Source: an optimization exercise on an open RTL-to-GDS flow (aim: small area). Production flows keep margins and buffers that such runs may drop.
Only simulation tests tie the RTL to the original design; equivalence was not proved.
Power is estimated from default activity; no workload was simulated.

===== run.sh =====
#!/bin/bash
# synth_recipe.tcl (not shown) runs the flow's synth.tcl, then flattens the netlist and writes it again
# the make line also repeats each setting of config.mk as NAME=value (left out here)
make -C /OpenROAD-flow-scripts/flow DESIGN_CONFIG=/design/flow/config.mk WORK_HOME=/design/flow/orfs CLKGATE_MAP_FILE= SYNTH_SCRIPT=/design/flow/synth_recipe.tcl finish

===== design.v =====
module tc_decoder (
    input  wire [31:0] opcode,
    output reg         valid,
    output reg  [2:0]  operation,
    output reg  [1:0]  mode
);
    localparam OP_ADD = 3'd0, OP_MUL = 3'd1, OP_COPY = 3'd2, OP_GT = 3'd3, OP_EQ = 3'd4;
    localparam M_RR = 2'd0, M_RI = 2'd1, M_IR = 2'd2;
    always @* begin
        valid = 1'b1;
        case (opcode)
            32'd0:   begin operation = OP_ADD;  mode = M_RR; end  
            32'd1:   begin operation = OP_ADD;  mode = M_RI; end  
            32'd2:   begin operation = OP_MUL;  mode = M_RR; end  
            32'd3:   begin operation = OP_MUL;  mode = M_RI; end  
            32'd4:   begin operation = OP_COPY; mode = M_RI; end  
            32'd5:   begin operation = OP_COPY; mode = M_IR; end  
            32'd6:   begin operation = OP_GT;   mode = M_IR; end  
            32'd7:   begin operation = OP_GT;   mode = M_RI; end  
            32'd8:   begin operation = OP_GT;   mode = M_RR; end  
            32'd9:   begin operation = OP_EQ;   mode = M_IR; end  
            32'd10:  begin operation = OP_EQ;   mode = M_RI; end  
            32'd11:  begin operation = OP_EQ;   mode = M_RR; end  
            default: begin operation = OP_ADD;  mode = M_RR; valid = 1'b0; end
        endcase
    end
endmodule
module tc_resolver (
    input  wire [1:0]  mode,
    input  wire [31:0] a,
    input  wire [31:0] b,
    input  wire [31:0] x0,
    input  wire [31:0] x1,
    input  wire [31:0] x2,
    input  wire [31:0] x3,
    output reg  [31:0] v1,
    output reg  [31:0] v2,
    output wire        fault
);
    localparam M_RR = 2'd0, M_RI = 2'd1, M_IR = 2'd2;
    wire a_is_reg = (mode == M_RR) || (mode == M_RI);
    wire b_is_reg = (mode == M_RR) || (mode == M_IR);
    wire a_ok = (a[31:2] == 30'd0);    
    wire b_ok = (b[31:2] == 30'd0);
    reg [31:0] xa, xb;
    always @* begin
        case (a[1:0])
            2'd0: xa = x0;
            2'd1: xa = x1;
            2'd2: xa = x2;
            default: xa = x3;
        endcase
        case (b[1:0])
            2'd0: xb = x0;
            2'd1: xb = x1;
            2'd2: xb = x2;
            default: xb = x3;
        endcase
        v1 = a_is_reg ? xa : a;
        v2 = b_is_reg ? xb : b;
    end
    assign fault = (a_is_reg && !a_ok) || (b_is_reg && !b_ok);
endmodule
module tc_alu (
    input  wire [2:0]  operation,
    input  wire [31:0] v1,
    input  wire [31:0] v2,
    output reg  [31:0] result
);
    localparam OP_ADD = 3'd0, OP_MUL = 3'd1, OP_COPY = 3'd2, OP_GT = 3'd3, OP_EQ = 3'd4;
    always @* begin
        case (operation)
            OP_ADD:  result = v1 + v2;
            OP_MUL:  result = v1 * v2;
            OP_COPY: result = v2;
            OP_GT:   result = {31'd0, $signed(v1) > $signed(v2)};
            OP_EQ:   result = {31'd0, v1 == v2};
            default: result = 32'd0;
        endcase
    end
endmodule
module tc_core (
    input  wire         clk,
    input  wire         rst,         
    input  wire [31:0]  prog_len,
    output wire [31:0]  imem_addr,
    input  wire [127:0] imem_data,
    output wire [1:0]   run_state,
    output wire [1:0]   cause,
    output wire [31:0]  r0,
    output wire [31:0]  r1,
    output wire [31:0]  r2,
    output wire [31:0]  r3
);
    localparam RUNNING = 2'd0, HALT_NORMAL = 2'd1, HALT_FAULT = 2'd2;
    reg [31:0] ip;
    reg [31:0] x0, x1, x2, x3;
    reg [1:0]  run;
    wire [31:0] f_op = imem_data[127:96];
    wire [31:0] f_a  = imem_data[95:64];
    wire [31:0] f_b  = imem_data[63:32];
    wire [31:0] f_c  = imem_data[31:0];
    wire ip_out = $signed(ip) < 0 || $signed(ip) >= $signed(prog_len);
    wire       valid;
    wire [2:0] operation;
    wire [1:0] mode;
    tc_decoder u_dec (.opcode(f_op), .valid(valid), .operation(operation), .mode(mode));
    wire [31:0] v1, v2;
    wire        src_fault;
    tc_resolver u_res (.mode(mode), .a(f_a), .b(f_b), .x0(ip), .x1(x1), .x2(x2), .x3(x3),
                       .v1(v1), .v2(v2), .fault(src_fault));
    wire [31:0] result;
    tc_alu u_alu (.operation(operation), .v1(v1), .v2(v2), .result(result));
    wire dst_fault = (f_c[31:2] != 30'd0);
    wire fault     = src_fault || dst_fault;
    wire [31:0] x0_after = (f_c[1:0] == 2'd0) ? result : ip;
    always @(posedge clk) begin
        if (rst) begin
            ip  <= 32'd0;
            x0  <= 32'd0;
            x1  <= 32'd0;
            x2  <= 32'd0;
            x3  <= 32'd0;
            run <= RUNNING;
        end else if (run == RUNNING) begin
            x0 <= ip;                                    
            if (ip_out) begin
                run <= HALT_NORMAL;                      
            end else if (!valid) begin
                ip <= ip + 32'd1;                        
            end else if (fault) begin
                run <= HALT_FAULT;
            end else begin
                case (f_c[1:0])
                    2'd0: x0 <= result;
                    2'd1: x1 <= result;
                    2'd2: x2 <= result;
                    default: x3 <= result;
                endcase
                ip <= x0_after + 32'd1;
            end
        end
    end
    assign imem_addr = ip;
    assign run_state = run;
    assign cause     = (run == HALT_FAULT) ? 2'd1 : 2'd0;
    assign r0 = x0;
    assign r1 = x1;
    assign r2 = x2;
    assign r3 = x3;
endmodule

===== constraint.sdc =====
create_clock -name core_clock -period 20.0 [get_ports {clk}]
set_input_delay 4.0000 -clock core_clock [delete_from_list [all_inputs] [get_ports {clk}]]
set_output_delay 4.0000 -clock core_clock [all_outputs]
set_load 0.01 [all_outputs]

===== config.mk =====
export PLATFORM = sky130hd
export DESIGN_NAME = tc_core
export DESIGN_NICKNAME = tc_core
export VERILOG_FILES = /design/flow/design.v
export SDC_FILE = /design/flow/constraint.sdc
export NUM_CORES = 4
export LEC_CHECK = 0
export CAP_MARGIN = 20
export CORE_AREA = 10 10 310 310
export DIE_AREA = 0 0 320 320
export PLACE_DENSITY = 0.6
export SLEW_MARGIN = 20

==> out/metrics.yaml <==
synth:
  ys_seq_elements: 162
  syn_avg_cell_area_um2: 8.47
  async_flop_share_pct: 0
  yosysMostFrequentCell: "inv_1"
  syn_inst: 3454
  synth_area_mm2: 0.0293
  ys_top_cells_by_area: "fa_1 28%, dfxtp_1 11%, ha_1 9.5%"
  ys.flop_type: "dfxtp_1"
  ys_seq_area_share_pct: 11.1
  synth_top_cell_area_share_pct: 28.0
  synth_top_cell_by_area: "fa_1"
  synth_nets: 4248
  netlist_top_cells_count: "513 x inv_1, 505 x nor2_1, 409 x fa_1"
  yosysWarnings: 4
  ys_types: 96
  synth_edf_count: 0
cts:
  clk_pin_slew_worst_paths_ns: 0.07
  cts_tree: "built"
  clock-root-buffer: "clkbuf_16"
  cts.sinks: 162
  htreeDepth: 4
  post_cts_buffers: 0
  cts_buffers: 17
  cts_hold_buf: 0
  cts-resized-gates: 0
  cts_max_path_buffers: 2
  clk-insertion-delay-late_ns: 0.46
placement:
  port_buffers: 324
  dp_hpwl_um: 99500
  gp_congestion: 0.968
  dp_cells: 4836
drt:
  wl_per_cell_um: 25.6
  ant_nets: 0
  avgViaCountPerCell: 5.54
  dr.pass1.iters: 6
  drtIter0Drc: 2845
  vias: 27000
  post-route-drc-count: 0
  routed_wl_um: 125000
floorplan:
  dieHeight_um: 320
  fp.coreArea_mm2: 0.0888
  rows: 109
  start_util_pct: 33.0
  dieArea_mm2: 0.102
  die_x_um: 320
  io_pins: 326
final_layout:
  multi_input_area_mm2: 0.0234
  final_cells: 4872
  final-seq-area_mm2: 0.00324
  fin_nets: 4484
  num-fill-cells: 9095
  syn_to_final_growth_pct: 17.5
  layout-drive-gt1-share_pct: 6.70
sta:
  period_minus_slack_ns: 15.42
  clock_skew_ns: 0.0178
  max_slew_margin_pct: 24.1
  rsz0062_at_grt: "false"
  hold_violations: 0
  worstMarginPinSlew_ns: 1.12
  hold_ws_ns: 0.458
  setup_viol: 0
  finalSetupTns_ns: 0
  slew_violations: 0
  fin_crit_sh_pct: 77.1
  clock.fmax_mhz: 64.9
global_route:
  grt_pass1_wl_um: 185000
  grt_overflow: 0
  grt_pass1_vias: 27600
  grt_util_all_layers_pct: 23.9
  grt_max_degree: 88
  antenna_found_initial: 15
critical_path:
  required_ns: 20.37
  startpoint: "imem_data[97]"
  worstSetupPathType: "in2reg"
  endpoint_kind: "flop"
  max_stage_delay_ns: 0.70
  cp_max_fo: 32
  crit_path_end: "ip[30]"
  r2r_setup_slack_ns: 9.21
  worstSetupStartpointType: "input pin"
  cp_data_arrival_time_ns: 15.79
  rr_startpoint: "ip[6]"
  reg2reg_depth: 30
  timing.rr.end: "ip[30]"
  path_common_cell: "fa_1"
  worst_path_max_delay_cell: "inv_1"
power_and_ir_drop:
  leakagePower_nw: 14.9
  powerDensity_mw_per_mm2: 23.0
  max-vdd-ir-drop_v: 0.0000569
hold_path:
  worstHoldPathType: "reg2reg"
run:
  maxCapViolations: 0
status:
  status: "finished clean"
==> placed cells by master (no fill, tap or decap), types with 11 or more instances in the layout <==
master	Yosys	layout
inv_1	513	513
nor2_1	505	504
fa_1	409	409
nand2_1	359	359
clkdlybuf4s50_1	0	319
ha_1	223	223
dfxtp_1	162	162
a21oi_1	152	152
mux2i_1	132	120
xnor2_1	84	84
o21ai_0	65	65
mux4_2	62	62
buf_4	5	59
o211ai_1	43	43
mux2_2	39	39
nand3_1	40	38
nor4_1	38	36
a21o_1	35	35
nand2b_1	30	30
a31oi_1	29	29
nand4_1	26	26
and2_1	22	22
a211oi_1	21	21
xor2_1	20	20
clkinv_1	19	19
nor3_1	20	19
o21bai_1	18	18
o21a_1	18	18
clkbuf_16	0	17
and3_1	15	14
nor2b_1	12	12
mux2i_2	0	11
==> through the flow <==
stage	setup slack, ns	power [mW]	util, %	instance area, um^2
after global placement	4.37	0.441	38.0	33800
after global routing	4.05	0.810	38.7	34400
after detailed placement	4.28	0.441	38.0	33800
after CTS	4.71	0.792	38.7	34400
after floorplan	6.30	0.377	-	29300
final	4.58	0.791	38.7	34400
==> power by group <==
group          switching [mW]  internal [mW]
Clock                   0.159          0.197
Sequential            0.00173          0.323
Combinational          0.0629         0.0479
Total                   0.224          0.568
==> cells by family (layout without fill, tap and decap cells) <==
group | after synthesis | after routing | share of synthesized area [%]
muxes | 234 | 234 | 10.8
and+or+nand+nor | 1120 | 1120 | 16.7
AOI/OAI and AO/OA | 502 | 502 | 11.4
adders and majority gates | 632 | 632 | 37.5
buffers and inverters | 698 | 947 | 9.25
other | 1 | 5 | 0.0128
DFF | 162 | 162 | 11.1
xor gates and xnor gates | 105 | 105 | 3.19
==> registers in the layout, summed over array words and instances (netlist names) <==
register,flops
ip,32
run,2
x0,32
x1,32
x2,32
x3,32
==> layer usage <==
layer	track usage [%]	part of all wire [%]	up-vias
met2	37.1	44	1524
met1	30.3	40	13300
li1	-	-	11800
met3	7.96	12	280
met5	0	0.12	-
met4	9.33	4.4	24
==> worst max-delay path, delay by kind of cell <==
kind                     cells  cell delay, ns
AND/OR/NAND/NOR              6            1.82
XOR/XNOR                     1            0.16
buffers and inverters        8            2.00
multiplexers                 1            0.60
adder cells (fa/ha/maj)     10            4.81
AO/OA/AOI/OAI               10            2.34
==> final cells by class <==
| cell class | instances | share of cell area [%] |
|---|---|---|
| Timing Repair Buffer | 382 | 10.6 |
| Inverter | 533 | 5.82 |
| Multi-Input combinational cell | 2594 | 68.1 |
| Antenna cell | 4 | 0.0291 |
| Tap cell | 1165 | 4.24 |
| Clock inverter | 12 | 0.459 |
| Sequential cell | 162 | 9.43 |
| Clock buffer | 20 | 1.33 |
==> worst min-delay path by stage <==
stage	from	slack, ns	endpoint	depth (start not counted)
after CTS	x0[29]	0.46	x0[29]	2
after global routing	x0[22]	0.48	x0[22]	2
final	x0[8]	0.46	x0[8]	2
after floorplan	x0[18]	0.48	x0[18]	2
after global placement	x0[28]	0.44	x0[28]	2
after detailed placement	x0[7]	0.44	x0[7]	2

[what the ideal ports hide]
In the flow no input, the clock included, has a driving cell. The finished layout below was timed again as built, in two steps.
Step 1 (the two cells are an assumption about what drives the block):
set clk [get_ports {clk}]
set_driving_cell -lib_cell sky130_fd_sc_hd__clkbuf_16 $clk
set_driving_cell -lib_cell sky130_fd_sc_hd__buf_2 [delete_from_list [all_inputs] $clk]
Step 2 adds t to the input delays and takes it off the output delays; t is the mean of the earliest and latest rising clock arrival at the registers after step 1. Input paths then give back, and output paths get back, about the clock's delay inside the block.
Slacks: ideal ports / drivers / drivers and shift; pairs: ideal ports / drivers.
t (ns): 0.499
setup WS [ns]: 4.580 / 4.596 / 4.097
pins driven straight from the clock port: 1
After both steps this run still meets setup and hold. The setup slack of this run moves by +0.016 ns with the drivers and by -0.483 ns with both steps.
